What follows belongs to an exercise in optimizing a design on an open flow for small area, a short achievable clock period and few clock cycles; a production flow would make more cautious choices.
At most, simulation tests tie the RTL to the original design; equivalence was not proved.
The RTL of runs 1 and 3 to 5 was laid out without a check of its function.
Power is estimated from default activity; no workload was simulated.

===== flow/config.mk =====
export PLATFORM = sky130hd
export DESIGN_NAME = obd_rx
export DESIGN_NICKNAME = obd_rx
export VERILOG_FILES = /design/flow/design.v
export SDC_FILE = /design/flow/constraint.sdc
export NUM_CORES = 4
export LEC_CHECK = 0
export ABC_AREA = 1
export CAP_MARGIN = 20
export CORE_MARGIN = 2
export CORE_UTILIZATION = 40
export SLEW_MARGIN = 20

===== flow/constraint.sdc =====
create_clock -name core_clock -period 10.0 [get_ports {clk}]
set_input_delay 2.0000 -clock core_clock [delete_from_list [all_inputs] [get_ports {clk}]]
set_output_delay 2.0000 -clock core_clock [all_outputs]
set_load 0.01 [all_outputs]

===== flow/design.v =====
module obd_rx (
    input  wire        clk,
    input  wire        rst,
    input  wire        start,
    input  wire [1:0]  proto,     
    input  wire [7:0]  pid,
    input  wire [7:0]  mode,
    input  wire [7:0]  cap,       
    input  wire [17:0] per,       
    output wire        idle,
    input  wire        e_valid,
    output wire        e_ready,
    input  wire [31:0] e_time,
    input  wire        e_end,     
    output reg         o_valid,
    output reg  [7:0]  o_data,
    output reg         done,
    output reg  [7:0]  status,
    output reg  [7:0]  count,     
    output reg  [6:0]  nbytes,    
    output reg         framing    
);
    localparam [7:0] ST_OK         = 8'h00;
    localparam [7:0] ST_NACK       = 8'h01;
    localparam [7:0] ST_ERR_TIMING = 8'h10;
    localparam [7:0] ST_ERR_SHORT  = 8'h11;
    localparam [7:0] ST_ERR_SID    = 8'h12;
    localparam [7:0] ST_ERR_PID    = 8'h13;
    localparam [7:0] ST_ERR_TRUNC  = 8'h14;
    localparam [7:0] ST_ERR_PROTO  = 8'h15;
    reg        busy;      
    reg        rx;        
    reg [1:0]  r_proto;
    reg [7:0]  r_pid;
    reg [7:0]  r_mode;
    reg [6:0]  r_cap;     
    reg [17:0] r_per;
    reg [19:0] m3;        
    reg [20:0] m5;        
    reg [20:0] m7;        
    reg [21:0] m9;        
    reg [21:0] h9;        
    reg        dv;
    reg        de;
    reg        sel;       
    reg [23:0] eA;        
    reg [23:0] eB;
    reg [30:0] th9;       
    reg        act;       
    reg        stop;      
    reg [30:0] sh9;       
    reg [9:0]  samp;      
    reg        ps;        
    reg [7:0]  pb;        
    reg [2:0]  h;
    reg [6:0]  pn;        
    reg        st0;       
    reg [3:0]  dsx;       
    reg [2:0]  nmin;      
    reg        nack;
    reg        sid_ok;
    reg        pid_ok;
    reg [7:0]  hb;        
    reg [1:0]  tag;       
    reg        trunc;     
    reg [3:0]  lhi;       
    reg [6:0]  rem;       
    reg [6:0]  cnt;       
    assign idle    = ~busy;
    assign e_ready = rx;
    wire        take = rx & e_valid;
    wire [30:0] e_a  = e_time[30:0] - sh9;
    wire [30:0] e_b  = e_time[30:0] - th9;
    wire        en  = sel ? eB[23] : eA[23];
    wire [22:0] el  = sel ? eB[22:0] : eA[22:0];
    function past;
        input [22:0] x;
        input [21:0] m;
        reg          c;
        integer      i;
        begin
            c = 1'b0;
            for (i = 0; i < 23; i = i + 1)
                c = (x[i] & ((i < 22) ? m[i] : 1'b0)) | (c & (x[i] | ((i < 22) ? m[i] : 1'b0)));
            past = c;
        end
    endfunction
    wire [9:0] therm;
    assign therm[9] = ~en;
    assign therm[8] = ~en | past(el, {4'd0, r_per});
    assign therm[7] = ~en | past(el, {3'd0, r_per, 1'b0});
    assign therm[6] = ~en | past(el, {2'd0, m3});
    assign therm[5] = ~en | past(el, {2'd0, r_per, 2'b0});
    assign therm[4] = ~en | past(el, {1'd0, m5});
    assign therm[3] = ~en | past(el, {1'd0, m3, 1'b0});
    assign therm[2] = ~en | past(el, {1'd0, m7});
    assign therm[1] = ~en | past(el, {1'd0, r_per, 3'b0});
    assign therm[0] = ~en | past(el, m9);
    wire        newc     = dv & ~stop & (~act | therm[9]);
    wire        fin_edge = dv & act & ~stop & therm[9];
    wire        fin_end  = de & act & ~stop;
    wire        fin      = fin_edge | fin_end;
    wire        good     = ~samp[0] & samp[9];
    wire [6:0]  n1       = nbytes + 7'd1;
    wire        st_e  = fin_end & good;
    wire        st    = ps | st_e;
    wire [7:0]  b     = ps ? pb : samp[8:1];
    wire [6:0]  pi    = pn;                             
    wire        is_m3     = (r_mode == 8'd3);
    wire        ok_so_far = (r_proto != 2'd0) & ~nack & sid_ok & (~(r_mode == 8'd1) | pid_ok);
    wire [7:0]  cb    = is_m3 ? b : hb;
    wire        cv_ok = (is_m3 | (pi != 7'd0)) & ok_so_far;
    wire        at_ds = (pi == {3'd0, dsx});
    wire [11:0] llen  = {lhi, cb};
    wire [6:0]  lim_s = ({3'd0, cb[3:0]} < r_cap) ? {3'd0, cb[3:0]} : r_cap;
    wire [6:0]  lim_l = (llen < {5'd0, r_cap}) ? llen[6:0] : r_cap;
    wire        p_short = at_ds & (cb[7:4] == 4'h0);
    wire        p_long  = at_ds & (cb[7:4] == 4'h1);
    wire        p_plain = at_ds & (cb[7:4] != 4'h0) & (cb[7:4] != 4'h1);
    wire        p_len   = ~at_ds & (tag == 2'd3);
    wire        p_emit  = p_plain ? (r_cap != 7'd0)
                        : (~at_ds & (tag == 2'd1 || tag == 2'd2) & (rem != 7'd0));
    wire        at_h    = st & (pi == {4'd0, h});
    wire        at_h1   = st & (pi == {4'd0, h} + 7'd1);
    wire        pv      = st & cv_ok;
    wire        nack_f  = at_h ? (b == 8'h7F) : nack;
    wire        sid_f   = at_h ? (b == r_mode + 8'h40) : sid_ok;
    wire        pid_f   = at_h1 ? (b == r_pid) : pid_ok;
    wire        trunc_f = pv ? (p_long | (trunc & ~p_len)) : trunc;
    wire [6:0]  nf      = st_e ? n1 : nbytes;
    wire [6:0]  cnt_f   = cnt + {6'd0, pv & p_emit};
    always @(posedge clk) begin
        dv      <= take & ~e_end;
        de      <= take & e_end;
        ps      <= fin_edge & good;
        o_valid <= pv & p_emit;
        done    <= de;
        if (rst) begin
            busy    <= 1'b0;
            rx      <= 1'b0;
            dv      <= 1'b0;
            de      <= 1'b0;
            ps      <= 1'b0;
            o_valid <= 1'b0;
            done    <= 1'b0;
        end else begin
            if (start & ~busy)
                busy <= 1'b1;
            if (st0)
                rx   <= 1'b1;
            if (take & e_end)
                rx <= 1'b0;
            if (de)
                busy <= 1'b0;
        end
    end
    always @(posedge clk) begin
        eA      <= {e_a[30], e_a[22:0]};
        eB      <= {e_b[30], e_b[22:0]};
        sel     <= newc;
        pb      <= samp[8:1];
        m3      <= {2'd0, r_per} + {1'd0, r_per, 1'b0};
        m5      <= {3'd0, r_per} + {1'd0, r_per, 2'b0};
        m7      <= {r_per, 3'b0} - {3'd0, r_per};
        m9      <= {4'd0, r_per} + {1'd0, r_per, 3'b0};
        h9      <= {4'd0, r_per} + {1'd0, r_per, 3'b0} + {5'd0, r_per[17:1]};
        if (take)
            th9 <= e_time[30:0] + {9'd0, h9};
        st0 <= start & ~busy;
        if (start & ~busy) begin
            r_proto <= proto;
            r_pid   <= pid;
            r_mode  <= mode;
            r_cap   <= (cap > 8'd64) ? 7'd64 : cap[6:0];
            r_per   <= per;
        end
        if (st0) begin
            pn      <= 7'd0;
            nbytes  <= 7'd0;
            framing <= 1'b0;
            act     <= 1'b0;
            stop    <= 1'b0;
            nack    <= 1'b0;
            sid_ok  <= 1'b0;
            pid_ok  <= 1'b0;
            tag     <= 2'd0;
            trunc   <= 1'b0;
            cnt     <= 7'd0;
            rem     <= 7'd0;
            h       <= 3'd0;
            dsx     <= 4'd15;
            nmin    <= 3'd0;
        end
        if (newc) begin
            sh9  <= th9;
            samp <= 10'd0;
            act  <= 1'b1;
        end else if (dv & ~stop) begin
            samp <= (samp & therm) | ({10{~samp[9]}} & ~therm);
        end
        if (fin) begin
            if (~good) begin
                framing <= 1'b1;
                stop    <= 1'b1;
            end else begin
                nbytes <= n1;
                if (n1 == 7'd64)
                    stop <= 1'b1;
            end
        end
        if (st) begin
            pn     <= pn + 7'd1;
            hb     <= b;
            nack   <= nack_f;
            sid_ok <= sid_f;
            pid_ok <= pid_f;
            if (pi == 7'd0) begin
                if (r_proto == 2'd1)
                    h <= 3'd3;
                else
                    h <= 3'd1 + (b[7] ? 3'd2 : 3'd0) + ((b[5:0] == 6'd0) ? 3'd1 : 3'd0);
            end
            if (pi == 7'd1) begin
                dsx  <= {1'b0, h} + (is_m3 ? 4'd1 : ((r_pid != 8'd0) | (r_mode == 8'd1)) ? 4'd3 : 4'd2);
                nmin <= h + 3'd1 + (is_m3 ? 3'd0 : (r_pid == 8'd0) ? 3'd1 : 3'd2);
            end
        end
        if (pv) begin
            if (p_short) begin
                tag <= 2'd2;
                rem <= lim_s;
            end
            if (p_long) begin
                tag <= 2'd3;
                lhi <= cb[3:0];
            end
            if (p_plain) begin
                tag <= 2'd1;
                rem <= r_cap;
            end
            if (p_len) begin
                tag <= 2'd2;
                rem <= lim_l;
            end
            trunc <= trunc_f;
            if (p_emit) begin
                o_data <= cb;
                cnt    <= cnt_f;
                rem    <= (p_plain ? r_cap : rem) - 7'd1;
            end
        end
        if (de) begin
            count <= 8'hFF;
            if (r_proto == 2'd0)
                status <= ST_ERR_PROTO;
            else if (nf < 7'd3)
                status <= ST_ERR_TIMING;
            else if (nf < {4'd0, nmin})
                status <= ST_ERR_SHORT;
            else if (nack_f) begin
                status <= ST_NACK;
                count  <= 8'd0;
            end else if (~sid_f)
                status <= ST_ERR_SID;
            else if (r_mode == 8'd1 && ~pid_f)
                status <= ST_ERR_PID;
            else if (trunc_f)
                status <= ST_ERR_TRUNC;
            else begin
                status <= ST_OK;
                count  <= {1'b0, cnt_f};
            end
        end
    end
endmodule

===== flow/flow/run.sh =====
#!/bin/bash
# Standard layout, with timing repair aiming below the clock period.
export SETUP_SLACK_MARGIN=6.5
bash standard.sh > standard.log 2>&1

===== flow/standard.sh =====
#!/bin/bash
# synth_recipe.tcl (not shown) runs the flow's synth.tcl, then flattens the netlist and writes it again
# the make line also repeats each setting of config.mk as NAME=value (left out here)
make -C /OpenROAD-flow-scripts/flow DESIGN_CONFIG=/design/flow/config.mk WORK_HOME=/design/flow/orfs CLKGATE_MAP_FILE= SYNTH_SCRIPT=/design/flow/synth_recipe.tcl "${@:-finish}"

==> results list, run 1 <==
* Status: complete, no violations
* Worst slew slack as a fraction of its limit: 32.38%
* Clock Pin Slew Worst Setup and Hold Paths: ~60 ps
- The worst register-to-register path ends at h9[21].
- Cells with a size suffix above 1 make up 21.77% of the layout.
- Fin. max-slew vios: 0
* RSZ-0062 raised after global routing: true
- Sequential share of power: 37.1%
* Required time at the worst-slack endpoint: 10300 ps
* Global-route total usage across every layer: 19.16%
- Count of nets left with antenna violations after detail routing: 0
* Routed via count: 18200
- Area growth syn-to-layout: 28.02%
- For this run, the leading register cell type out of synthesis is sky130_fd_sc_hd__dfxtp_1.
* Fill count: 4716
- TritonCTS built the clock tree.
* Worst Max-Slew Pin Slew: 1011 ps
- CTS built an H-tree with a depth of 2.
* Total count of hold-check failures in the final report: 0
- Fin crit share: between 40% and 50%
- Clock tree buffer depth: 3
* Maximum number of pins on one net before global-route repair: 45
* Site row count: 84
* Number of DRC violations after detailed routing: 0
- Die extent in y: 235.1 microns
- Clock sink count: 356
- The analysis attributes to cell leakage a power of 12.30 nW.
- Average wire length per cell after detail routing: 15.27 microns
- On the final layout, the worst hold slack is 375.2 ps.
- Unique cell type count in the Yosys netlist: 67
- The worst setup path is of the primary input to flip-flop kind.
- For this run, the top clock speed supported by timing is 228.6 MHz.
* Layout Utilization: between 50% and 60%
- I/O pin cnt: 117
* Maximum vdd drop: 0.1217 mV
- The internal power of the cells totals approximately 3.5 mW.
- Initial DRC Count: 948
- Reg2Reg Depth: 19
* Total Power Consumption: about 5.1 mW
- Net switching is 31.61% of the power.
- Synthesized netlist cell count: roughly 2600
- Number of buffers inserted by port buffering: 111
- Sequential area share after synthesis: 40.25%
* Placeable core region: approximately 53000 sq um
* Share of power burned in the clock network: about a third
- The first global-routing pass estimated around 88 mm of wire.
- Dividing total power by cell area gives a power density of about 180 nW/um^2.
- The worst setup path is captured at a flip-flop.
- After synthesis the netlist holds a flip-flop and latch count of 356.
- Data arrival time at the worst-slack endpoint: 4670 ps
- Including well taps, the total number of placed cells is 3328.
- Die Width: 235.1 microns
* Kind of launch point of the worst setup path: primary input
- In this run the worst path has a maximum fanout of 2.
- Final Non-Filler Cells: ~3600
- Proportion of register bits with asynchronous set or reset after synthesis: 0%
- The min-delay analysis places its worst path in the category flip-flop to flip-flop.
- 1st-pass router iterations: 6
* Number of flops mapped to enable cells by yosys: ~150
- Comb power frac: 31.0%
* Net switching power of the design: 1.598 mW
- Layout Skew: 32.82 ps
- Number of buffers created by CTS: between 40 and 50
* Layout Nets: 3128
* Remaining Overflow, GRT: 0
- Number of global-route vias before repair: 18150
- Setup slack, reg-to-reg: 6450 ps
* Worst Hold Path EP: pb[6]
* Worst hold path depth: 0
- TNS Setup: 0 ps
- In the routed layout, each cell is associated on average with a via count of around 5.
- The tool flagged a number of max-cap violations equal to 0.
* Post-detailed-placement half-perimeter wirelength: 37.85 mm
- Number of setup violations in the final report: 0
* Launch point of the worst reg-to-reg path: r_per[3]
- The floorplan step defined a die boundary enclosing about 55000 sq um.
- Area taken by flip-flops and latches: 8605 sq um
* Total of hold buffers inserted after clock tree synthesis: 0
- Clock latency on the worst-skew pair, taken at its later pin, is about 580 ps.
* Total routed wirelength: 54.57 mm
- Antenna violations before repair: 1
- Cell area after synthesis: roughly 21000 sq um
* Area of the multi-input gates: 12370 sq um
- Syn avg cell area: 8.348 sq um
* Final critical path time including I/O delays and setup: roughly 4400 ps
- Routability-driven placement finished with a final weighted congestion of 0.8333.
- Once the floorplan was initialized, standard cells occupied 40.57% of the core.
* Warnings, synthesis: 1
- The tree is rooted in a sky130_fd_sc_hd__clkbuf_16.
==> per-stage QoR <==
stage | instance area, sq um | worst slack [ps]
floorplan | 21540 | 5293
global placement | 23390 | 3993
detailed placement | 23390 | 3938
CTS | 26210 | 5408
global route | 27350 | 5467
finish | 27350 | 5626
==> final cells by class <==
class	instances	area share, %
antenna	1	0.009150
clock buffer	63	4.671
clock inverter	12	0.7000
inverter	384	5.495
multi-input combinational	1778	45.22
sequential	356	31.46
tap	688	3.148
timing repair buffer	292	9.296
==> worst max path at each step <==
stage / startpoint / to / slack, ps / depth (start not counted)
floorplan: e_time[1] / th9[30] / 5290 / 22
global placement: e_time[1] / th9[30] / 3990 / 23
detailed placement: e_time[1] / th9[30] / 3940 / 23
CTS: e_time[0] / th9[30] / 5410 / 24
global route: e_time[0] / th9[30] / 5470 / 24
finish: e_time[0] / th9[30] / 5630 / 24
==> critical path, stage by stage <==
cell	delay [ps]
sky130_fd_sc_hd__buf_8	80
sky130_fd_sc_hd__ha_4	130
sky130_fd_sc_hd__inv_4	40
sky130_fd_sc_hd__fa_2	340
sky130_fd_sc_hd__inv_2	50
sky130_fd_sc_hd__a21o_1	120
sky130_fd_sc_hd__a21oi_2	70
sky130_fd_sc_hd__o21ai_2	170
sky130_fd_sc_hd__nand3_2	90
sky130_fd_sc_hd__nand2_2	90
sky130_fd_sc_hd__nand3_2	70
sky130_fd_sc_hd__nand2_2	70
sky130_fd_sc_hd__nand4_1	100
sky130_fd_sc_hd__nand2_2	100
sky130_fd_sc_hd__inv_2	60
sky130_fd_sc_hd__nor3_4	130
sky130_fd_sc_hd__nor2_2	70
sky130_fd_sc_hd__o221ai_2	160
sky130_fd_sc_hd__and3_4	240
sky130_fd_sc_hd__nand2_4	50
sky130_fd_sc_hd__nor2_4	110
sky130_fd_sc_hd__nand2_2	70
sky130_fd_sc_hd__nor3b_2	180
sky130_fd_sc_hd__xor2_1	80
==> cell usage in the layout, fill, tap and decap left out, drive strengths merged, types with 16 or more instances in the layout <==
master / n
o21ai: 125
a21oi: 183
o22ai: 24
o21bai: 28
xor2: 143
clkdlybuf4s50: 84
clkbuf: 65
nor2: 126
nor3: 18
xnor2: 46
dfxtp: 209
nand3: 198
nand4: 25
dlygate4sd2: 16
inv: 373
nand2: 473
edfxtp: 147
buf: 184
or2: 89
ha: 185
==> power groups by stage <==
stage | registers (mW) | logic (mW) | clock network [mW]
floorplan | 1.85 | 0.943 | 0
global placement | 1.90 | 1.18 | 0
detailed placement | 1.90 | 1.21 | 0
CTS | 1.87 | 1.42 | 1.64
global route | 1.90 | 1.74 | 1.70
finish | 1.88 | 1.57 | 1.61
==> per-layer routing <==
| metal | vias to the layer above | part of all wire, % | GRT usage, % |
|---|---|---|---|
| li1 | 9127 | - | - |
| met1 | 8672 | 46 | 24.66 |
| met2 | 325 | 48 | 33.54 |
| met3 | 71 | 4.1 | 2.826 |
| met4 | 0 | 1.7 | 4.967 |
| met5 | - | 0 | 0 |
==> kinds of logic (layout without fill, tap and decap cells) <==
| logic type | after synthesis | count (layout) | synth area share, % |
|---|---|---|---|
| fa+ha+maj | 193 | 193 | 11.58 |
| compound gates | 441 | 441 | 12.45 |
| buf+inv | 428 | 751 | 7.795 |
| other cells | 1 | 5 | 0.01755 |
| simple gates | 951 | 951 | 20.09 |
| flops | 356 | 356 | 40.25 |
| xor+xnor | 189 | 189 | 7.819 |
==> Yosys cell counts (15+ instances only) <==
cell,instances,area [sq um]
sky130_fd_sc_hd__o21bai_1,19,142.6
sky130_fd_sc_hd__nor3_1,16,80.08
sky130_fd_sc_hd__nor2_1,120,450.4
sky130_fd_sc_hd__nand4_1,24,150.1
sky130_fd_sc_hd__o22ai_1,24,150.1
sky130_fd_sc_hd__ha_1,185,2315
sky130_fd_sc_hd__o21ai_1,26,130.1
sky130_fd_sc_hd__o21ai_0,87,435.4
sky130_fd_sc_hd__dfxtp_1,209,4184
sky130_fd_sc_hd__or2_2,82,513.0
sky130_fd_sc_hd__nand2_1,465,1745
sky130_fd_sc_hd__nand3_1,198,991.0
sky130_fd_sc_hd__inv_2,15,56.30
sky130_fd_sc_hd__inv_1,363,1363
sky130_fd_sc_hd__xor2_1,141,1235
sky130_fd_sc_hd__clkbuf_1,25,93.84
sky130_fd_sc_hd__a21oi_1,179,895.9
sky130_fd_sc_hd__xnor2_1,46,402.9
sky130_fd_sc_hd__edfxtp_1,147,4414
==> sequential cells by signal (all words and copies together), names as in the netlist, 18 cells and up, named ones only <==
register  count
sh9          31
h9           22
m9           22
eA           24
r_per        18
th9          31
eB           24
m7           19
m5           19
==> timing repair <==
| item | CTS | global route |
|---|---|---|
| pin swaps | 78 | 95 |
| endpoints found under the setup margin | 114 | 90 |
| resized for setup | 187 | 149 |
| setup buffers | 98 | 72 |
| endpoints found under the hold margin | 0 | 0 |
| gates cloned | 0 | 0 |
==> run 2: changes to the inputs <==
--- a/flow/design.v
+++ b/flow/design.v
@@ -77,11 +77,8 @@
         input [22:0] x;
         input [21:0] m;
-        reg          c;
-        integer      i;
+        reg   [23:0] s;
         begin
-            c = 1'b0;
-            for (i = 0; i < 23; i = i + 1)
-                c = (x[i] & ((i < 22) ? m[i] : 1'b0)) | (c & (x[i] | ((i < 22) ? m[i] : 1'b0)));
-            past = c;
+            s    = {1'b0, x} + {2'b0, m};
+            past = s[23];
         end
     endfunction
==> flow/flow/run.sh (replaced) <==
#!/bin/bash
# Standard layout, with timing repair aiming below the clock period and
# small port buffers (the repair upsizes those that need it).
export SETUP_SLACK_MARGIN=6.5
export BUFFER_PORTS_ARGS="-buffer_cell sky130_fd_sc_hd__buf_2"
bash standard.sh > standard.log 2>&1
--- a/flow/config.mk
+++ b/flow/config.mk
@@ -9,4 +9,5 @@
 export CAP_MARGIN = 20
 export CORE_MARGIN = 2
-export CORE_UTILIZATION = 40
+export CORE_UTILIZATION = 60
+export CTS_BUF_LIST = sky130_fd_sc_hd__clkbuf_8
 export SLEW_MARGIN = 20
==> results list, run 2 <==
* Status: complete, no violations (unchanged)
- The buffer type at the clock tree root is sky130_fd_sc_hd__clkbuf_8 (was sky130_fd_sc_hd__clkbuf_16).
- Clock Pin Slew Worst Setup and Hold Paths: 60 ps (about the same)
* Required time at the worst-slack endpoint: 10390 ps (was 10300 ps)
- Commonest non-fill, non-tap cells in the layout: 474 x sky130_fd_sc_hd__nand2_1, 336 x sky130_fd_sc_hd__inv_1, 333 x sky130_fd_sc_hd__ha_1 (was 431 x sky130_fd_sc_hd__nand2_1, 335 x sky130_fd_sc_hd__inv_1, 204 x sky130_fd_sc_hd__dfxtp_1)
- The class of the most critical setup path is primary input to flip-flop (unchanged).
- The minimum setup slack after placement was 5704 ps (was 3938 ps).
* Kind of launch point of the worst setup path: primary input (unchanged)
- Layout Nets: 3410 (was 3128)
- The combinational family with the most area after synthesis is adder cells (was simple AND/OR/NAND/NOR gates).
- Most instantiated cells after synthesis: 486 x sky130_fd_sc_hd__nand2_1, 351 x sky130_fd_sc_hd__ha_1, 317 x sky130_fd_sc_hd__inv_1 (was 465 x sky130_fd_sc_hd__nand2_1, 363 x sky130_fd_sc_hd__inv_1, 209 x sky130_fd_sc_hd__dfxtp_1)
- The data arrival time at the worst-slack endpoint came to 3850 ps (was 4670 ps).
* Number of buffers inserted by port buffering: 111 (unchanged)
- Hold_ws: 342.9 ps (was 375.2 ps)
- Post-synthesis cell type with the largest combined area: sky130_fd_sc_hd__edfxtp_1 (unchanged)
- Clock sink count: 356 (unchanged)
- The commonest register cell after synthesis was sky130_fd_sc_hd__dfxtp_1 (unchanged).
- Number of global-route vias before repair: 19660 (was 18150)
- RSZ-0062 raised after global routing: true (unchanged)
- Syn avg cell area: 8.516 sq um (was 8.348 sq um)
* Ratio of total power to cell area: 178.1 nW/um^2 (was 184.8 nW/um^2)
* Proportion of synthesized area in mux cells: 0.7577% (was 0%)
- Fill count: 3121 (was 4716)
* Proportion of layout cells with a drive suffix above 1: 13.25% (was 21.77%)
* Synth Area in Adders: 19.28% (was 11.58%)
- Post-detailed-placement half-perimeter wirelength: 47.07 mm (was 37.85 mm)
* Last weighted congestion value of the routability-driven placer: 0.9439 (was 0.8333)
- The maximum level of the CTS H-tree came to 2 (unchanged).
- Worst slew slack as a fraction of its limit: 31.80% (was 32.38%)
* Die Outline Area: 40960 sq um (was 55270 sq um)
- The overall via count from detail_route came to 20210 (was 18200).
* Sequential area share after synthesis: 36.41% (was 40.25%)
* Maximum number of pins on one net before global-route repair: 45 (unchanged)
- The cell row count was 72 (was 84).
- The utilization after layout came to 69.43% (was 51.94%).
* Area of the multi-input gates: 14160 sq um (was 12370 sq um)
- The global-route wire length before repair came to 97.60 mm (was 88.09 mm).
* Cell area after synthesis: 23610 sq um (was 21360 sq um)
- Simple-gate share of the synthesized area: 17.71% (was 20.09%)
- Leading cell types by total area after synthesis: sky130_fd_sc_hd__edfxtp_1 19%, sky130_fd_sc_hd__ha_1 19%, sky130_fd_sc_hd__dfxtp_1 18%, sky130_fd_sc_hd__nand2_1 7.7%, sky130_fd_sc_hd__a21oi_1 5.7% (was sky130_fd_sc_hd__edfxtp_1 21%, sky130_fd_sc_hd__dfxtp_1 20%, sky130_fd_sc_hd__ha_1 11%, sky130_fd_sc_hd__nand2_1 8.2%, sky130_fd_sc_hd__inv_1 6.4%)
- The aggregate routed wire length came to 61.74 mm (was 54.57 mm).
- Die Width: 202.4 microns (was 235.1 microns)
- The number of synthesized flops with an enable pin was 147 (unchanged).
- Number of antenna cells inserted: 0 (was 1)
* Path type of the worst min-delay path: flip-flop to flip-flop (unchanged)
- The total global-route track usage is 29.72% (was 19.16%).
- Unique cell type count in the Yosys netlist: 67 (unchanged)
* Yosys reg bits: 356 (unchanged)
- The most frequent standard cell in the layout excluding fill and tap cells was sky130_fd_sc_hd__nand2_1 (unchanged).
- Area growth syn-to-layout: 13.90% (was 28.02%)
- Clock insertion delay at the later pin of the skew report: 660 ps (was 580 ps)
- I/O pin cnt: 117 (unchanged)
- The final worst-path setup slack was 6545 ps (was 5626 ps).
- The worst supply voltage drop on vdd is 0.1598 mV (was 0.1217 mV).
- The post-synthesis compound-gate area fraction came to 13.01% (was 12.45%).
- Highest net fanout along the worst path: 3 (was 2)
* Proportion of register bits with asynchronous set or reset after synthesis: 0% (unchanged)
- Largest regs: sh9 x31, th9 x31 (unchanged).
- Average wire length per cell after detail routing: 17.46 microns (was 15.27 microns)
- Clock tree from TritonCTS: built (unchanged)
- The minimum clock period came to 3455 ps (was 4374 ps).
- The actual slew at the worst max-slew pin was 1023 ps (was 1011 ps).
- Initial DRC Count: 1273 (was 948)
- The maximum operating frequency is 289.4 MHz (was 228.6 MHz).
* Fin. max-slew vios: 0 (unchanged)
* Clock tree buffer depth: 3 (unchanged)
- Antenna violations before repair: 0 (was 1)
- The number of buffers added by the clock tree synthesis step came to 59 (was 42).
- The post-route clock skew was 32.98 ps (was 32.82 ps).
* Number of DRC violations after detailed routing: 0 (unchanged)
* Avg Vias per Cell: 5.712 (was 5.091)
- The sum of negative setup slack was 0 ps (unchanged).
* Placeable core region: 38740 sq um (was 52660 sq um)
- Leakage power: 12.47 nW (was 12.30 nW)
* MaxCap Viol Count: 0 (unchanged)
- The area taken by flip-flops and latches is 8603 sq um (was 8605 sq um).
- Top-count cell post-synth: sky130_fd_sc_hd__nand2_1 (unchanged)
* Xor/xnor cell area share of the yosys netlist: 6.936% (was 7.819%)
- 1st-pass router iterations: 7 (was 6)
* Number of setup violations in the final report: 0 (unchanged)
- The height of the die was 202.4 microns (was 235.1 microns).
* Fin crit share: 34.55% (was 43.74%)
- The share of the synthesized area in the top cell type came to 18.69% (was 20.66%).
- The number of instances in the synthesized netlist is 2773 (was 2559).
- The number of failing hold endpoints at the final stage is 0 (unchanged).
- Initial core utilization: 60.96% (was 40.57%)
- The total global routing overflow is 0 (unchanged).
* Warnings, synthesis: 1 (unchanged)
* Critical Path Sink Type: flip-flop (unchanged)
- Count of nets left with antenna violations after detail routing: 0 (unchanged)
-- run 2: changes by cell type after synthesis, moves of 31 or more --
cell / before / now
sky130_fd_sc_hd__nand3_1: 198 / 147
sky130_fd_sc_hd__nand4_1: 24 / 55
sky130_fd_sc_hd__or2_2: 82 / 4
sky130_fd_sc_hd__ha_1: 185 / 351
sky130_fd_sc_hd__inv_1: 363 / 317
sky130_fd_sc_hd__a21oi_1: 179 / 269
sky130_fd_sc_hd__o21ai_0: 87 / 139
sky130_fd_sc_hd__nor2_1: 120 / 170
-- run 2: final timing paths --
check	slack [ps]	endpoint	depth (start not counted)	startpoint
worst max-delay path	6540	th9[30]	10	e_time[0]
worst min-delay path	340	pb[7]	0	flip-flop
worst max register to register	6650	h9[21]	18	r_per[5]
worst min register to register	340	pb[7]	0	flip-flop
-- run 2: cell families after synthesis --
logic type / Yosys count
compound gates: 543
xor+xnor: 187
fa+ha+maj: 359
buf+inv: 357
flops: 356
mux: 16
other cells: 1
simple gates: 954
-- run 2: worst max-delay path, cell delays in order --
cell	delay [ps]
sky130_fd_sc_hd__buf_4	150
sky130_fd_sc_hd__ha_4	140
sky130_fd_sc_hd__inv_2	60
sky130_fd_sc_hd__fa_2	430
sky130_fd_sc_hd__o31ai_4	270
sky130_fd_sc_hd__nand3_2	140
sky130_fd_sc_hd__nand3_4	120
sky130_fd_sc_hd__nor3b_4	220
sky130_fd_sc_hd__nand4_1	160
sky130_fd_sc_hd__xnor2_1	150
-- run 2: routing by layer --
metal	GRT usage (%)	vias to the layer above	wire length, microns
met5	0	-	0
met3	3.918	166	3243
met1	36.57	9454	26130
met4	13.06	0	2679
met2	52.03	626	29690
li1	-	9959	-
-- run 2: layout make-up --
class                           instances  share of cell area, %
Clock buffer                           75                  3.838
Clock inverter                         35                 0.7722
Inverter                              327                  4.680
Multi-Input combinational cell       2063                  52.67
Sequential cell                       356                  31.99
Tap cell                              518                  2.410
Timing Repair Buffer                  162                  3.615
Timing Repair inverter                  1                0.03256
-- run 2: stage by stage --
step / cells / cell area [sq um] / power (mW)
detailed placement: 3390 / 25030 / 3.404
global placement: 3390 / 25030 / 3.349
floorplan: 2776 / 23860 / 2.975
CTS: 3518 / 26460 / 4.756
finish: 3537 / 26900 / 4.791
global route: 3537 / 26900 / 5.094
-- run 2: repair_timing --
item,4_1_cts,5_1_grt
setup buffers,18,18
resized for setup,18,64
hold buffers,0,0
pin swaps,3,17
gates cloned,0,1
endpoints found under the setup margin,27,32
-- run 2: where the power goes --
group / internal, mW / switching (mW) / leakage [nW]
Clock: 0.725 / 0.596 / 0.732
Sequential: 1.76 / 0.114 / 3.09
Combinational: 0.623 / 0.978 / 8.65
Total: 3.10 / 1.69 / 12.5
Testbench counts of run 2, summed over its fixed seeds: cycles 18,436.
==> run 3: changes to the inputs <==
--- a/flow/design.v
+++ b/flow/design.v
@@ -44,6 +44,6 @@
     reg        de;
     reg        sel;       
-    reg [23:0] eA;        
-    reg [23:0] eB;
+    reg [22:0] eA;        
+    reg [22:0] eB;
     reg [30:0] th9;       
     reg        act;       
@@ -51,6 +51,6 @@
     reg [30:0] sh9;       
     reg [9:0]  samp;      
+    reg        fresh;     
     reg        ps;        
-    reg [7:0]  pb;        
     reg [2:0]  h;
     reg [6:0]  pn;        
@@ -72,13 +72,13 @@
     wire [30:0] e_a  = e_time[30:0] - sh9;
     wire [30:0] e_b  = e_time[30:0] - th9;
-    wire        en  = sel ? eB[23] : eA[23];
-    wire [22:0] el  = sel ? eB[22:0] : eA[22:0];
+    wire        en  = sel ? eB[22] : eA[22];
+    wire [21:0] el  = sel ? eB[21:0] : eA[21:0];
     function past;
-        input [22:0] x;
+        input [21:0] x;
         input [21:0] m;
-        reg   [23:0] s;
+        reg   [22:0] s;
         begin
-            s    = {1'b0, x} + {2'b0, m};
-            past = s[23];
+            s    = {1'b0, x} + {1'b0, m};
+            past = s[22];
         end
     endfunction
@@ -98,9 +98,10 @@
     wire        fin_end  = de & act & ~stop;
     wire        fin      = fin_edge | fin_end;
-    wire        good     = ~samp[0] & samp[9];
+    wire        good     = ~fresh & ~samp[0] & samp[9];
+    wire [9:0]  sv       = fresh ? 10'd0 : samp;
     wire [6:0]  n1       = nbytes + 7'd1;
     wire        st_e  = fin_end & good;
     wire        st    = ps | st_e;
-    wire [7:0]  b     = ps ? pb : samp[8:1];
+    wire [7:0]  b     = samp[8:1];
     wire [6:0]  pi    = pn;                             
     wire        is_m3     = (r_mode == 8'd3);
@@ -153,8 +154,7 @@
     end
     always @(posedge clk) begin
-        eA      <= {e_a[30], e_a[22:0]};
-        eB      <= {e_b[30], e_b[22:0]};
+        eA      <= {e_a[30], e_a[21:0]};
+        eB      <= {e_b[30], e_b[21:0]};
         sel     <= newc;
-        pb      <= samp[8:1];
         m3      <= {2'd0, r_per} + {1'd0, r_per, 1'b0};
         m5      <= {3'd0, r_per} + {1'd0, r_per, 2'b0};
@@ -190,9 +190,10 @@
         end
         if (newc) begin
-            sh9  <= th9;
-            samp <= 10'd0;
-            act  <= 1'b1;
+            sh9   <= th9;
+            fresh <= 1'b1;
+            act   <= 1'b1;
         end else if (dv & ~stop) begin
-            samp <= (samp & therm) | ({10{~samp[9]}} & ~therm);
+            samp  <= (sv & therm) | ({10{~sv[9]}} & ~therm);
+            fresh <= 1'b0;
         end
         if (fin) begin
==> results list, run 3 <==
* Cell area after synthesis: 23290 sq um (was 23610 sq um)
* Kind of launch point of the worst setup path: primary input (unchanged)
- MaxCap Viol Count: 0 (unchanged)
* Leakage power: 12.29 nW (was 12.47 nW)
- The mean instance size in the synthesized netlist is 8.508 sq um (was 8.516 sq um).
* Required time at the worst-slack endpoint: 10620 ps (was 10390 ps)
* Proportion of layout cells with a drive suffix above 1: 13.30% (was 13.25%)
- Most instantiated cells after synthesis: 522 x sky130_fd_sc_hd__nand2_1, 350 x sky130_fd_sc_hd__ha_1, 291 x sky130_fd_sc_hd__inv_1 (was 486 x sky130_fd_sc_hd__nand2_1, 351 x sky130_fd_sc_hd__ha_1, 317 x sky130_fd_sc_hd__inv_1).
* Routed via count: 19930 (was 20210)
- Number of global-route vias before repair: 18990 (was 19660)
- The area taken by flip-flops and latches came to 8518 sq um (was 8603 sq um).
- The top-level port count is 117 (unchanged).
- Area of the multi-input gates: 14110 sq um (was 14160 sq um)
- Start point of the worst min-delay path: th9[15]
- Total of hold buffers inserted after clock tree synthesis: 0 (unchanged)
- Ratio of total power to cell area: 174.0 nW/um^2 (was 178.1 nW/um^2)
- Leading cell types by total area after synthesis: sky130_fd_sc_hd__edfxtp_1 20%, sky130_fd_sc_hd__ha_1 19%, sky130_fd_sc_hd__dfxtp_1 16%, sky130_fd_sc_hd__nand2_1 8.4%, sky130_fd_sc_hd__a21oi_1 5.6% (was sky130_fd_sc_hd__edfxtp_1 19%, sky130_fd_sc_hd__ha_1 19%, sky130_fd_sc_hd__dfxtp_1 18%, sky130_fd_sc_hd__nand2_1 7.7%, sky130_fd_sc_hd__a21oi_1 5.7%).
- The minimum clock period is 3449 ps (was 3455 ps).
* Total routed wirelength: 60.76 mm (was 61.74 mm)
* Maximum vdd drop: 0.1474 mV (was 0.1598 mV)
* Clock insertion delay at the later pin of the skew report: 700 ps (was 660 ps)
* Highest net fanout along the worst path: 3 (unchanged)
- Fin. max-slew vios: 0 (unchanged)
- The count of antenna diodes in the layout was 0 (unchanged).
- Number of buffers inserted by port buffering: 111 (unchanged)
* Clock sink count: 347 (was 356)
- Status: complete, no violations (unchanged)
- The maximum level of the CTS H-tree was 2 (unchanged).
- The number of iterations in the first detailed-routing pass was 6 (was 7).
- Largest stage delay on the critical path: 420 ps (was 430 ps)
- Area growth syn-to-layout: 14.77% (was 13.90%)
- Count of nets left with antenna violations after detail routing: 0 (unchanged)
- The number of warning messages in the yosys log came to 1 (unchanged).
- Layout Skew: 48.17 ps (was 32.98 ps)
* Remaining Overflow, GRT: 0 (unchanged)
- The height of the die was 201.0 microns (was 202.4 microns).
- CP most frequent cell: sky130_fd_sc_hd__nand2_1
* Worst Path Class, Setup: primary input to flip-flop (unchanged)
* Fill count: 3208 (was 3121)
* Data arrival time at the worst-slack endpoint: 4070 ps (was 3850 ps)
- Avg Vias per Cell: 5.667 (was 5.712)
- The placed wire-length estimate was 45.71 mm (was 47.07 mm).
- Die Width: 201.0 microns (was 202.4 microns)
- Wire length of the first global-routing pass: 96.46 mm (was 97.60 mm)
- Die Outline Area: 40420 sq um (was 40960 sq um)
- The net count of the finished layout is 3390 (was 3410).
* Global-route total usage across every layer: 29.57% (was 29.72%)
* Worst slew slack as a fraction of its limit: 45.64% (was 31.80%)
- The initial standard-cell utilization of the core was 60.55% (was 60.96%).
- Average wire length per cell after detail routing: 17.28 microns (was 17.46 microns)
* Yosys reg bits: 347 (was 356)
- Total Power Consumption: 4.651 mW (was 4.791 mW)
- The detailed router's first-iteration violation count was 1198 (was 1273).
- The register clock-pin slew on the reported worst setup and hold paths was 60 ps (about the same).
- The worst hold path class was flip-flop to flip-flop (unchanged).
- Source of the critical timing path: e_time[0] (unchanged)
- CP max stage cell: sky130_fd_sc_hd__fa_2 (unchanged)
- The buffer type at the clock tree root is sky130_fd_sc_hd__clkbuf_8 (unchanged).
* Unique cell type count in the Yosys netlist: 65 (was 67)
* Number of flops mapped to enable cells by yosys: 157 (was 147)
- The most frequent standard cell in the layout excluding fill and tap cells was sky130_fd_sc_hd__nand2_1 (unchanged).
- Placeable core region: 38470 sq um (was 38740 sq um)
- The cell row count is 72 (unchanged).
- Number of setup violations in the final report: 0 (unchanged)
- Sequential area share after synthesis: 36.57% (was 36.41%)
- Top-count cell post-synth: sky130_fd_sc_hd__nand2_1 (unchanged)
- The actual slew at the worst max-slew pin was 806.9 ps (was 1023 ps).
* Cell family with most CP delay: simple AND/OR/NAND/NOR gates (unchanged)
* Maximum number of pins on one net before global-route repair: 45 (unchanged)
- Antenna violations before repair: 0 (unchanged)
* Area of placed instances: 24840 sq um (was 25030 sq um)
- The commonest register cell after synthesis was sky130_fd_sc_hd__dfxtp_1 (unchanged).
- Number of buffers created by CTS: 60 (was 59)
* Proportion of register bits with asynchronous set or reset after synthesis: 0% (unchanged)
* Commonest non-fill, non-tap cells in the layout: 509 x sky130_fd_sc_hd__nand2_1, 321 x sky130_fd_sc_hd__ha_1, 315 x sky130_fd_sc_hd__inv_1 (was 474 x sky130_fd_sc_hd__nand2_1, 336 x sky130_fd_sc_hd__inv_1, 333 x sky130_fd_sc_hd__ha_1)
* Post-route standard cell area excluding fillers: 26730 sq um (was 26900 sq um)
* Last weighted congestion value of the routability-driven placer: 0.9421 (was 0.9439)
- The number of failing hold endpoints at the final stage is 0 (unchanged).
- The final critical-path share of the clock period was 34.49% (was 34.55%).
* Clock tree buffer depth: 3 (unchanged)
* Launch point of the worst reg-to-reg path: r_per[7] (was r_per[5])
- The CTS tree is built (unchanged).
* Number of DRC violations after detailed routing: 0 (unchanged)
- The sum of negative setup slack was 0 ps (unchanged).
- Crit path buf inv count: 2 (unchanged)
- The maximum operating frequency was 290.0 MHz (was 289.4 MHz).
- Layout Utilization: 69.50% (was 69.43%)
* Hold_ws: 444.2 ps (was 342.9 ps)
- Synthesized netlist cell count: 2738 (was 2773)
- Largest regs: sh9 x31, th9 x31 (unchanged)
* Worst-path cell chain: buf_12 > inv_12 > ha_2 > fa_2 > o21ai_4 > nand3_1 > nand2_1 > nand2_1 > nand2_1 > nand2_1 > nand2_2 > nand3_1 > o211ai_1 > nand2_1 > nand2_1 > xor2_1 (was buf_4 > ha_4 > inv_2 > fa_2 > o31ai_4 > nand3_2 > nand3_4 > nor3b_4 > nand4_1 > xnor2_1)
- Area share of the leading cell type in the synthesized netlist: 20.24% (was 18.69%)
- RSZ-0062 raised after global routing: true (unchanged).
- Post-synthesis cell type with the largest combined area: sky130_fd_sc_hd__edfxtp_1 (unchanged)
- Critical Path Sink Type: flip-flop (unchanged)
run 3: routing by layer:
layer / up-vias / share of wire [%] / wire, microns / GRT usage [%]
met2: 572 / 47 / 28550 / 49.47
met3: 131 / 5.3 / 3220 / 4.188
met1: 9322 / 45 / 27040 / 38.82
met4: 0 / 3.2 / 1943 / 11.43
li1: 9907 / - / - / -
met5: - / 0 / 0 / 0
run 3: layout make-up:
type,instances,area share [%]
Timing Repair inverter,1,0.03276
Multi-Input combinational cell,2060,52.77
Clock inverter,42,0.8986
Tap cell,518,2.424
Clock buffer,68,3.501
Timing Repair Buffer,179,4.104
Sequential cell,347,31.86
Inverter,302,4.404
run 3: cell families after synthesis:
logic type	share of synthesized area [%]
AO/OA/AOI/OAI	12.56
XOR/XNOR	6.994
adder cells (fa/ha/maj)	19.49
buffers and inverters	5.576
flip-flops	36.57
multiplexers	0.08595
other	0.01610
AND/OR/NAND/NOR	18.71
run 3: worst paths after layout:
check	cells past startpoint	to	slack [ps]
max	16	eB[22]	6550
min	0	sh9[15]	440
max reg2reg	18	h9[20]	6610
min reg2reg	0	sh9[15]	440
run 3: worst register-to-register path: cells and delay by family, from the launching register on:
kind                     cells  cell delay (ps)
XOR/XNOR                     1              170
AO/OA/AOI/OAI                2              410
adder cells (fa/ha/maj)      2              810
flip-flops                   1              460
AND/OR/NAND/NOR             11             1080
buffers and inverters        2              360
run 3: metrics by stage:
step / setup WS, ps / cells
finish: 6551 / 3517
global route: 6399 / 3517
CTS: 6493 / 3475
detailed placement: 5698 / 3350
global placement: 5713 / 3350
floorplan: 6287 / 2741
run 3: power breakdown:
group / switching, mW / internal, mW / total (mW) / leakage (nW)
Sequential: 0.111 / 1.70 / 1.81 / 3.02
Clock: 0.599 / 0.674 / 1.27 / 0.715
Combinational: 0.947 / 0.617 / 1.56 / 8.55
run 3: timing repair:
item / 4_1_cts / 5_1_grt
pin swaps: 3 / 28
cloned: 1 / 0
setup endpoints to repair: 24 / 30
resized for setup: 16 / 51
buffers inserted: 14 / 42
==> run 4: changes to the inputs <==
--- a/flow/config.mk
+++ b/flow/config.mk
@@ -6,5 +6,5 @@
 export NUM_CORES = 4
 export LEC_CHECK = 0
-export ABC_AREA = 1
+export ABC_AREA = 0
 export CAP_MARGIN = 20
 export CORE_MARGIN = 2
==> results list, run 4 <==
- The power per standard cell area was 173.8 nW/um^2 (was 174.0 nW/um^2).
- The largest area contributor in the synthesized netlist is sky130_fd_sc_hd__edfxtp_1 (unchanged).
- Kind of launch point of the worst setup path: primary input (unchanged)
* Path type of the worst min-delay path: flip-flop to flip-flop (unchanged)
* Initial core utilization: 60.82% (was 60.55%)
- The port buffer count is 111 (unchanged).
- The final instance area was 27660 sq um (was 26730 sq um).
- Proportion of layout cells with a drive suffix above 1: 20.98% (was 13.30%)
* Worst Path Class, Setup: primary input to flip-flop (unchanged)
- Number of flops mapped to enable cells by yosys: 157 (unchanged)
- Most common cell after layout, fill and taps aside: sky130_fd_sc_hd__ha_1 (was sky130_fd_sc_hd__nand2_1)
* Warnings, synthesis: 1 (unchanged)
- Clock Pin Slew Worst Setup and Hold Paths: 70 ps (was 60 ps)
- Number of buffers created by CTS: 60 (unchanged)
* Worst slew slack as a fraction of its limit: 42.00% (was 45.64%)
- The global-route wire length before repair is 87.98 mm (was 96.46 mm).
* Avg Vias per Cell: 5.802 (was 5.667)
- The minimum clock period came to 4059 ps (was 3449 ps).
- Initial DRC Count: 898 (was 1198)
- Leakage power: 12.01 nW (was 12.29 nW)
* Syn avg cell area: 9.732 sq um (was 8.508 sq um)
- Area share of the leading cell type in the synthesized netlist: 20.58% (was 20.24%)
- The final weighted congestion of routability-driven global placement is 0.8611 (was 0.9421).
* Cell area after synthesis: 22910 sq um (was 23290 sq um)
* Upper clock frequency limit: 246.3 MHz (was 290.0 MHz)
- The worst-case clock buffer depth is 3 (unchanged).
- The buffer type at the clock tree root is sky130_fd_sc_hd__clkbuf_8 (unchanged).
- Die extent in y: 199.4 microns (was 201.0 microns)
* Die Outline Area: 39760 sq um (was 40420 sq um)
- Die Width: 199.4 microns (was 201.0 microns)
- The number of instances in the synthesized netlist came to 2354 (was 2738).
* Number of setup violations in the final report: 0 (unchanged)
- The cell row count was 71 (was 72).
* Commonest non-fill, non-tap cells in the layout: 315 x sky130_fd_sc_hd__ha_1, 189 x sky130_fd_sc_hd__dfxtp_1, 175 x sky130_fd_sc_hd__nor2_1 (was 509 x sky130_fd_sc_hd__nand2_1, 321 x sky130_fd_sc_hd__ha_1, 315 x sky130_fd_sc_hd__inv_1)
- The final worst-path setup slack was 5941 ps (was 6551 ps).
- Global-route total usage across every layer: 28.03% (was 29.57%)
- The CTS sink count was 347 (unchanged).
- The data arrival time at the worst-slack endpoint came to 4630 ps (was 4070 ps).
- Worst Max-Slew Pin Slew: 866.8 ps (was 806.9 ps)
- The total global routing overflow is 0 (unchanged).
- The worst supply voltage drop on vdd was 0.1639 mV (was 0.1474 mV).
- The number of placed cells counting well taps was 2945 (was 3350).
* Highest net fanout along the worst path: 3 (unchanged)
- MaxCap Viol Count: 0 (unchanged)
- Proportion of register bits with asynchronous set or reset after synthesis: 0% (unchanged)
- The count of hold-fix buffers inserted at cts came to 0 (unchanged).
- Clock insertion delay at the later pin of the skew report: 660 ps (was 700 ps)
- The sum of negative setup slack is 0 ps (unchanged).
- The number of nets still failing antenna checks after routing was 0 (unchanged).
* Status: complete, no violations (unchanged)
- Unique cell type count in the Yosys netlist: 80 (was 65)
- The via count of the first global-routing pass was 17540 (was 18990).
* Fin crit share: 40.59% (was 34.49%)
- The overall via count from detail_route came to 18420 (was 19930).
* Yosys reg bits: 347 (unchanged)
- Antenna violations before repair: 0 (unchanged)
- The placed wire-length estimate came to 40.73 mm (was 45.71 mm).
- The number of inserted filler cells in the final layout was 2828 (was 3208).
- Area growth syn-to-layout: 20.74% (was 14.77%)
* Critical Path Sink Type: flip-flop (unchanged)
- The number of standard cells in the final layout excluding fillers is 3175 (was 3517).
- The CTS tree is built (unchanged).
* Average wire length per cell after detail routing: 17.99 microns (was 17.28 microns)
- Setup slack, reg-to-reg: 6390 ps (was 6610 ps)
* Placeable core region: 37670 sq um (was 38470 sq um)
- Total count of hold-check failures in the final report: 0 (unchanged)
- The net count of the finished layout came to 3054 (was 3390).
* Most instantiated flip-flop cell in the synthesis netlist: sky130_fd_sc_hd__dfxtp_1 (unchanged)
* Area of placed instances: 24500 sq um (was 24840 sq um)
* Most instantiated cells after synthesis: 350 x sky130_fd_sc_hd__ha_1, 190 x sky130_fd_sc_hd__dfxtp_1, 184 x sky130_fd_sc_hd__nor2_1 (was 522 x sky130_fd_sc_hd__nand2_1, 350 x sky130_fd_sc_hd__ha_1, 291 x sky130_fd_sc_hd__inv_1)
- Layout Skew: 22.93 ps (was 48.17 ps)
* Number of antenna cells inserted: 0 (unchanged)
- Sequential area share after synthesis: 37.18% (was 36.57%)
- The remaining routing DRC violations came to 0 (unchanged).
* Maximum number of pins on one net before global-route repair: 45 (unchanged)
* Total Power Consumption: 4.808 mW (was 4.651 mW)
* Required time at the worst-slack endpoint: 10570 ps (was 10620 ps)
- I/O pin cnt: 117 (unchanged)
* Fin. max-slew vios: 0 (unchanged)
* H-tree depth reported by CTS: 2 (unchanged)
- Worst slack at placement: 5087 ps (was 5698 ps)
* Largest regs: sh9 x31, th9 x31 (unchanged)
* 1st-pass router iterations: 7 (was 6)
- RSZ-0062 raised after global routing: true (unchanged)
* Total routed wirelength: 57.10 mm (was 60.76 mm)
* Leading cell types by total area after synthesis: sky130_fd_sc_hd__edfxtp_1 21%, sky130_fd_sc_hd__ha_1 19%, sky130_fd_sc_hd__dfxtp_1 17%, sky130_fd_sc_hd__xnor2_1 5.6%, sky130_fd_sc_hd__a21oi_1 3.9% (was sky130_fd_sc_hd__edfxtp_1 20%, sky130_fd_sc_hd__ha_1 19%, sky130_fd_sc_hd__dfxtp_1 16%, sky130_fd_sc_hd__nand2_1 8.4%, sky130_fd_sc_hd__a21oi_1 5.6%)
* Top-count cell post-synth: sky130_fd_sc_hd__ha_1 (was sky130_fd_sc_hd__nand2_1)
==> run 4: changes by cell type after synthesis, sizes merged, moves of 26 or more <==
| cell | delta |
|---|---|
| a21o | +65 |
| a21oi | -82 |
| inv | -140 |
| mux2 | +32 |
| nand2 | -428 |
| nand2b | +31 |
| nand3 | -77 |
| nor2b | +40 |
| o21a | +26 |
| o21ai | -30 |
| xnor2 | +85 |
| xor2 | -88 |
==> run 4: critical path, cell delays in order <==
cell and delay, ps:
sky130_fd_sc_hd__buf_12 100, sky130_fd_sc_hd__buf_4 160, sky130_fd_sc_hd__inv_16 50, sky130_fd_sc_hd__ha_4 150
sky130_fd_sc_hd__fa_2 220, sky130_fd_sc_hd__nor2b_2 50, sky130_fd_sc_hd__o31a_1 260, sky130_fd_sc_hd__o41a_1 360
sky130_fd_sc_hd__o221a_4 260, sky130_fd_sc_hd__a2111oi_4 360, sky130_fd_sc_hd__o21bai_2 120, sky130_fd_sc_hd__a21oi_2 180
sky130_fd_sc_hd__and3b_1 190, sky130_fd_sc_hd__nor3_1 170
==> run 4: kinds of logic after synthesis <==
family          synth area share [%]
simple gates                   13.18
compound gates                 16.83
fa+ha+maj                      19.82
flops                          37.18
buf+inv                        3.512
xor+xnor                       6.997
mux                            2.463
other cells                  0.01637
==> run 4: power breakdown <==
part / leakage (nW) / internal [mW] / total [mW] / switching [mW]
registers: 3.05 / 1.70 / 1.80 / 0.104
logic: 8.23 / 0.766 / 1.66 / 0.895
clock network: 0.729 / 0.748 / 1.34 / 0.597
total: 12.0 / 3.21 / 4.81 / 1.60
==> run 4: path summary, 6_finish.rpt <==
check	start	end	depth (start not counted)
max	e_time[0]	eA[20]	14
min reg2reg	th9[29]	sh9[29]	0
min	th9[29]	sh9[29]	0
max reg2reg	r_mode[6]	rem[2]	13
==> run 4: final cells by class <==
type                    count  area [sq um]  share of cell area (%)
clock buffers              71         977.2                   3.533
well taps                 511         639.4                   2.311
flip-flops and latches    347          8522                   30.81
inverters                 160         628.1                   2.271
multi-input cells        1802         14920                   53.94
clock inverters            40         279.0                   1.009
repair buffers            244          1695                   6.129
==> run 4: timing repair <==
action / 4_1_cts / 5_1_grt
setup buffers: 54 / 62
endpoints found under the setup margin: 64 / 59
pin swaps: 33 / 54
cloned: 0 / 2
gates resized for setup: 95 / 107
==> run 4: metal layers <==
layer	wire length, microns	vias to the layer above	track usage, %
li1	-	9161	-
met1	24830	8753	34.79
met2	28180	411	49.67
met3	2454	97	3.932
met4	1635	0	10.10
met5	0	-	0
==> run 4: through the flow <==
step	hold slack [ps]	utilization, %
6_report	450.7	73.44
5_1_grt	461.7	73.44
4_1_cts	450.4	70.60
3_5_place_dp	437.6	65.06
3_3_place_gp	431.1	65.06
2_1_floorplan	424.4	-
==> run 5: changes to the inputs <==
--- a/flow/config.mk
+++ b/flow/config.mk
@@ -6,5 +6,5 @@
 export NUM_CORES = 4
 export LEC_CHECK = 0
-export ABC_AREA = 0
+export ABC_AREA = 1
 export CAP_MARGIN = 20
 export CORE_MARGIN = 2
@@ -12,2 +12,3 @@
 export CTS_BUF_LIST = sky130_fd_sc_hd__clkbuf_8
 export SLEW_MARGIN = 20
+export TNS_END_PERCENT = 5
==> results list, run 5 <==
- The largest area contributor in the synthesized netlist was sky130_fd_sc_hd__edfxtp_1 (unchanged).
- Worst-path cell chain: buf_2 > ha_1 > nand2_1 > nor4_1 > nand4_1 > nand3_1 > a21oi_1 > o21ai_0 > xor2_1 (was buf_12 > buf_4 > inv_16 > ha_4 > fa_2 > nor2b_2 > o31a_1 > o41a_1 > o221a_4 > a2111oi_4 > o21bai_2 > a21oi_2 > and3b_1 > nor3_1)
- Data arrival time at the worst-slack endpoint: 4160 ps (was 4630 ps)
* Clock Pin Slew Worst Setup and Hold Paths: 70 ps (about the same)
- Most instantiated flip-flop cell in the synthesis netlist: sky130_fd_sc_hd__dfxtp_1 (unchanged)
- The worst supply voltage drop on vdd came to 0.1557 mV (was 0.1639 mV).
- CP max stage cell: sky130_fd_sc_hd__nor4_1 (was sky130_fd_sc_hd__o41a_1)
- Antenna violations before repair: 0 (unchanged)
* Leakage power: 12.25 nW (was 12.01 nW)
- Routed via count: 19950 (was 18420)
- The via density per instance was 5.682 (was 5.802).
* Yosys reg bits: 347 (unchanged)
* Average wire length per cell after detail routing: 18.00 microns (was 17.99 microns)
* Last weighted congestion value of the routability-driven placer: 0.9423 (was 0.8611)
* Clock sink count: 347 (unchanged)
* Proportion of register bits with asynchronous set or reset after synthesis: 0% (unchanged)
- The biggest fanout along the worst timing path came to 5 (was 3).
- The initial standard-cell utilization of the core was 60.55% (was 60.82%).
- Area of the multi-input gates: 13910 sq um (was 14920 sq um)
- Global-route total usage across every layer: 30.86% (was 28.03%)
- The pin count of the biggest net entering global routing is 45 (unchanged).
* Warnings, synthesis: 1 (unchanged)
- The remaining routing DRC violations was 0 (unchanged).
- The worst hold path class is flip-flop to flip-flop (unchanged).
- The post-place instance area is 24490 sq um (was 24500 sq um).
- Proportion of layout cells with a drive suffix above 1: 13.30% (was 20.98%)
- Worst slew slack as a fraction of its limit: 36.75% (was 42.00%)
* Total routed wirelength: 63.18 mm (was 57.10 mm)
* Setup slack, reg-to-reg: 6540 ps (was 6390 ps)
- The class of the most critical setup path is primary input to flip-flop (unchanged).
- Clock tree buffer depth: 3 (unchanged)
- The CTS tree was built (unchanged).
- Number of buffers inserted by port buffering: 111 (unchanged)
- Kind of launch point of the worst setup path: primary input (unchanged)
* MaxCap Viol Count: 0 (unchanged)
- Clock insertion delay at the later pin of the skew report: 690 ps (was 660 ps)
- Sequential area share after synthesis: 36.57% (was 37.18%)
- The maximum level of the CTS H-tree is 2 (unchanged).
- The core footprint is 38470 sq um (was 37670 sq um).
- The total power consumption of the routed design was 4.719 mW (was 4.808 mW).
* Number of setup violations in the final report: 0 (unchanged)
* Count of nets left with antenna violations after detail routing: 0 (unchanged)
* Syn avg cell area: 8.508 sq um (was 9.732 sq um)
* Start point of the worst min-delay path: th9[8] (was th9[29])
- Reg2Reg Depth: 21 (was 13)
- Fin crit share: 35.59% (was 40.59%)
- Launch point of the worst reg-to-reg path: r_per[3] (was r_mode[6])
* Count of placed standard cells including taps: 3347 (was 2945)
* Critical Path Sink Type: flip-flop (unchanged)
- Largest regs: sh9 x31, th9 x31 (unchanged)
- The power per standard cell area was 177.6 nW/um^2 (was 173.8 nW/um^2).
* Number of buffers created by CTS: 60 (unchanged)
- The worst hold path stage count is 0 (unchanged).
* Final Non-Filler Cells: 3511 (was 3175)
- The required time at the worst-slack endpoint is 10600 ps (was 10570 ps).
- Layout Skew: 33.75 ps (was 22.93 ps)
* 1st-pass router iterations: 5 (was 7)
- RSZ-0062 raised after global routing: true (unchanged).
* Hold_ws: 429.5 ps (was 450.7 ps)
- Worst Max-Slew Pin Slew: 938.8 ps (was 866.8 ps)
- Most instantiated cells after synthesis: 522 x sky130_fd_sc_hd__nand2_1, 350 x sky130_fd_sc_hd__ha_1, 291 x sky130_fd_sc_hd__inv_1 (was 350 x sky130_fd_sc_hd__ha_1, 190 x sky130_fd_sc_hd__dfxtp_1, 184 x sky130_fd_sc_hd__nor2_1).
- The final instance area is 26570 sq um (was 27660 sq um).
- The number of failing hold endpoints at the final stage is 0 (unchanged).
- The minimum clock period is 3559 ps (was 4059 ps).
- The number of buffer and inverter instances along the worst setup path was 1 (was 3).
- Remaining Overflow, GRT: 0 (unchanged)
* Die Outline Area: 40420 sq um (was 39760 sq um)
- The count of distinct cell types in the synthesized netlist is 65 (was 80).
- The global-route wire length before repair is 99.52 mm (was 87.98 mm).
- The detailed router's first-iteration violation count is 1469 (was 898).
* Number of antenna cells inserted: 0 (unchanged)
- The share of the synthesized area in the top cell type came to 20.24% (was 20.58%).
- Fill count: 3214 (was 2828)
- Cell family with most CP delay: simple AND/OR/NAND/NOR gates (was compound AO/OA/AOI/OAI gates)
* Post-detailed-placement half-perimeter wirelength: 47.07 mm (was 40.73 mm)
- Worst slack at placement: 5610 ps (was 5087 ps)
- Site row count: 72 (was 71)
- The number of synthesized flops with an enable pin was 157 (unchanged).
- Commonest non-fill, non-tap cells in the layout: 505 x sky130_fd_sc_hd__nand2_1, 335 x sky130_fd_sc_hd__ha_1, 301 x sky130_fd_sc_hd__inv_1 (was 315 x sky130_fd_sc_hd__ha_1, 189 x sky130_fd_sc_hd__dfxtp_1, 175 x sky130_fd_sc_hd__nor2_1).
- The area taken by flip-flops and latches came to 8523 sq um (was 8522 sq um).
- Fin. max-slew vios: 0 (unchanged)
- Critical R2R Capture: h9[19] (was rem[2])
- The maximum operating frequency is 280.9 MHz (was 246.3 MHz).
- Root buffer selected by CTS: sky130_fd_sc_hd__clkbuf_8 (unchanged)
- Area growth syn-to-layout: 14.07% (was 20.74%)
* Layout Nets: 3381 (was 3054)
- The top-level port count is 117 (unchanged).
- Largest stage delay on the critical path: 520 ps (was 360 ps)
* Most common cell after layout, fill and taps aside: sky130_fd_sc_hd__nand2_1 (was sky130_fd_sc_hd__ha_1)
- The final worst-path setup slack came to 6441 ps (was 5941 ps).
* Total of hold buffers inserted after clock tree synthesis: 0 (unchanged)
- The height of the die came to 201.0 microns (was 199.4 microns).
- Number of global-route vias before repair: 19340 (was 17540)
- Synthesized netlist cell count: 2738 (was 2354)
* Die Width: 201.0 microns (was 199.4 microns)
* Top-count cell post-synth: sky130_fd_sc_hd__nand2_1 (was sky130_fd_sc_hd__ha_1)
- Cell area after synthesis: 23290 sq um (was 22910 sq um)
- Leading cell types by total area after synthesis: sky130_fd_sc_hd__edfxtp_1 20%, sky130_fd_sc_hd__ha_1 19%, sky130_fd_sc_hd__dfxtp_1 16%, sky130_fd_sc_hd__nand2_1 8.4%, sky130_fd_sc_hd__a21oi_1 5.6% (was sky130_fd_sc_hd__edfxtp_1 21%, sky130_fd_sc_hd__ha_1 19%, sky130_fd_sc_hd__dfxtp_1 17%, sky130_fd_sc_hd__xnor2_1 5.6%, sky130_fd_sc_hd__a21oi_1 3.9%).
- The end of the worst hold path was sh9[8] (was sh9[29]).
- Layout Utilization: 69.08% (was 73.44%)
* Status: complete, no violations (unchanged)
- TNS Setup: 0 ps (unchanged)
run 5: cell count changes after synthesis, moves of 19 or more:
cell                       previous run  this run
sky130_fd_sc_hd__and3_1              21         2
sky130_fd_sc_hd__nand4_1             37        58
sky130_fd_sc_hd__a21o_1              73         8
sky130_fd_sc_hd__mux2_2              31         0
sky130_fd_sc_hd__nor2b_1             40         0
sky130_fd_sc_hd__nand3_1             61       137
sky130_fd_sc_hd__xnor2_1            146        61
sky130_fd_sc_hd__o21a_1              36        10
sky130_fd_sc_hd__inv_1              158       291
sky130_fd_sc_hd__nor2_1             184       162
sky130_fd_sc_hd__a21oi_1            180       262
sky130_fd_sc_hd__nand2_1            112       522
sky130_fd_sc_hd__xor2_1              37       125
sky130_fd_sc_hd__nand2b_1            31         0
run 5: worst max path at each step:
stage                     from       to  slack, ps  depth (start not counted)
finish              e_time[14]   eB[21]       6440                          9
global route          r_per[6]   h9[19]       6380                         16
CTS                 e_time[21]  th9[30]       6390                          9
detailed placement   e_time[0]  th9[30]       5610                         10
global placement     e_time[0]  th9[30]       5600                         10
floorplan            e_time[0]   eA[18]       6290                         10
run 5: logic make-up (layout without fill, tap and decap cells):
kind of cell / count (synthesis) / after routing / share of synthesized area, %
AO/OA/AOI/OAI: 523 / 523 / 12.56
XOR/XNOR: 186 / 186 / 6.994
adder cells (fa/ha/maj): 358 / 358 / 19.49
buffers and inverters: 334 / 586 / 5.576
flip-flops: 347 / 347 / 36.57
multiplexers: 2 / 2 / 0.08595
other: 1 / 4 / 0.01610
AND/OR/NAND/NOR: 987 / 987 / 18.71
run 5: worst reg2reg max path, cell delays in order (launching register included):
cell and delay, ps:
sky130_fd_sc_hd__edfxtp_1 480, sky130_fd_sc_hd__ha_2 240, sky130_fd_sc_hd__inv_2 40, sky130_fd_sc_hd__fa_2 380, sky130_fd_sc_hd__o21ai_2 190, sky130_fd_sc_hd__nand2_1 70
sky130_fd_sc_hd__nand2_1 60, sky130_fd_sc_hd__nand2_1 60, sky130_fd_sc_hd__nand2_2 110, sky130_fd_sc_hd__nand2_2 80, sky130_fd_sc_hd__nand2_4 90, sky130_fd_sc_hd__nand2_4 50
sky130_fd_sc_hd__o21ai_2 140, sky130_fd_sc_hd__xor2_1 200, sky130_fd_sc_hd__ha_1 310, sky130_fd_sc_hd__buf_4 150, sky130_fd_sc_hd__buf_4 130, sky130_fd_sc_hd__nand2_2 70
sky130_fd_sc_hd__o21ai_2 80, sky130_fd_sc_hd__a21oi_4 190, sky130_fd_sc_hd__nor2_2 70, sky130_fd_sc_hd__xor2_1 130
run 5: final cells by class:
cell class                      instances  area share (%)
Clock buffer                           67           3.470
Clock inverter                         46           1.309
Inverter                              302           4.417
Multi-Input combinational cell       2060           52.35
Sequential cell                       347           32.08
Tap cell                              518           2.439
Timing Repair Buffer                  170           3.908
Timing Repair inverter                  1         0.03296
run 5: layer usage:
| layer | wire length [microns] | track usage [%] | vias to the layer above | share of wire [%] |
|---|---|---|---|---|
| met3 | 3965 | 5.227 | 151 | 6.3 |
| met1 | 27050 | 39.10 | 9258 | 43 |
| met2 | 29660 | 52.58 | 656 | 47 |
| met5 | 0 | 0 | - | 0 |
| li1 | - | - | 9883 | - |
| met4 | 2510 | 12.04 | 0 | 4.0 |
run 5: where the power goes:
part	switching [mW]	internal (mW)
Combinational	0.946	0.579
Sequential	0.112	1.70
Clock	0.627	0.751
Total	1.69	3.03
run 5: what timing repair did:
action                     4_1_cts  5_1_grt
buffers inserted                19       30
gates resized for setup         18       93
pin swaps                        5       29
setup endpoints to repair       41       54
cloned                           1        0

afterwards: timing with drivers on the ports:
No port has a modelled driver above. Below, the same layouts with a new extraction and two added sets of constraints.
Step 1 sets driving cells, clkbuf_16 on the clock port and buf_2 on the other inputs (assumed; they add their load-dependent delay and slew).
Step 2, shift: input delay + t, output delay - t, t = (earliest + latest rising clock arrival at the registers) / 2. This alone moves slack from input paths to output paths.
Three values: ideal, step 1, step 2; two values: the first two.
| run | t, ns | setup WS [ns] | latest minus earliest clock arrival (ns) |
|---|---|---|---|
| run 1 | 0.617 | 5.626 / 5.632 / 5.014 | 0.033 / 0.033 |
| run 2 | 0.700 | 6.545 / 6.568 / 5.868 | 0.033 / 0.034 |
| run 3 | 0.727 | 6.551 / 6.544 / 5.817 | 0.048 / 0.048 |
| run 4 | 0.700 | 5.941 / 5.946 / 5.245 | 0.025 / 0.025 |
| run 5 | 0.732 | 6.441 / 6.462 / 5.730 | 0.037 / 0.037 |
After both steps setup and hold are still met in every run listed. The setup slack of run 3, which loses most, moves by -0.007 ns with the drivers and by -0.734 ns with both steps.
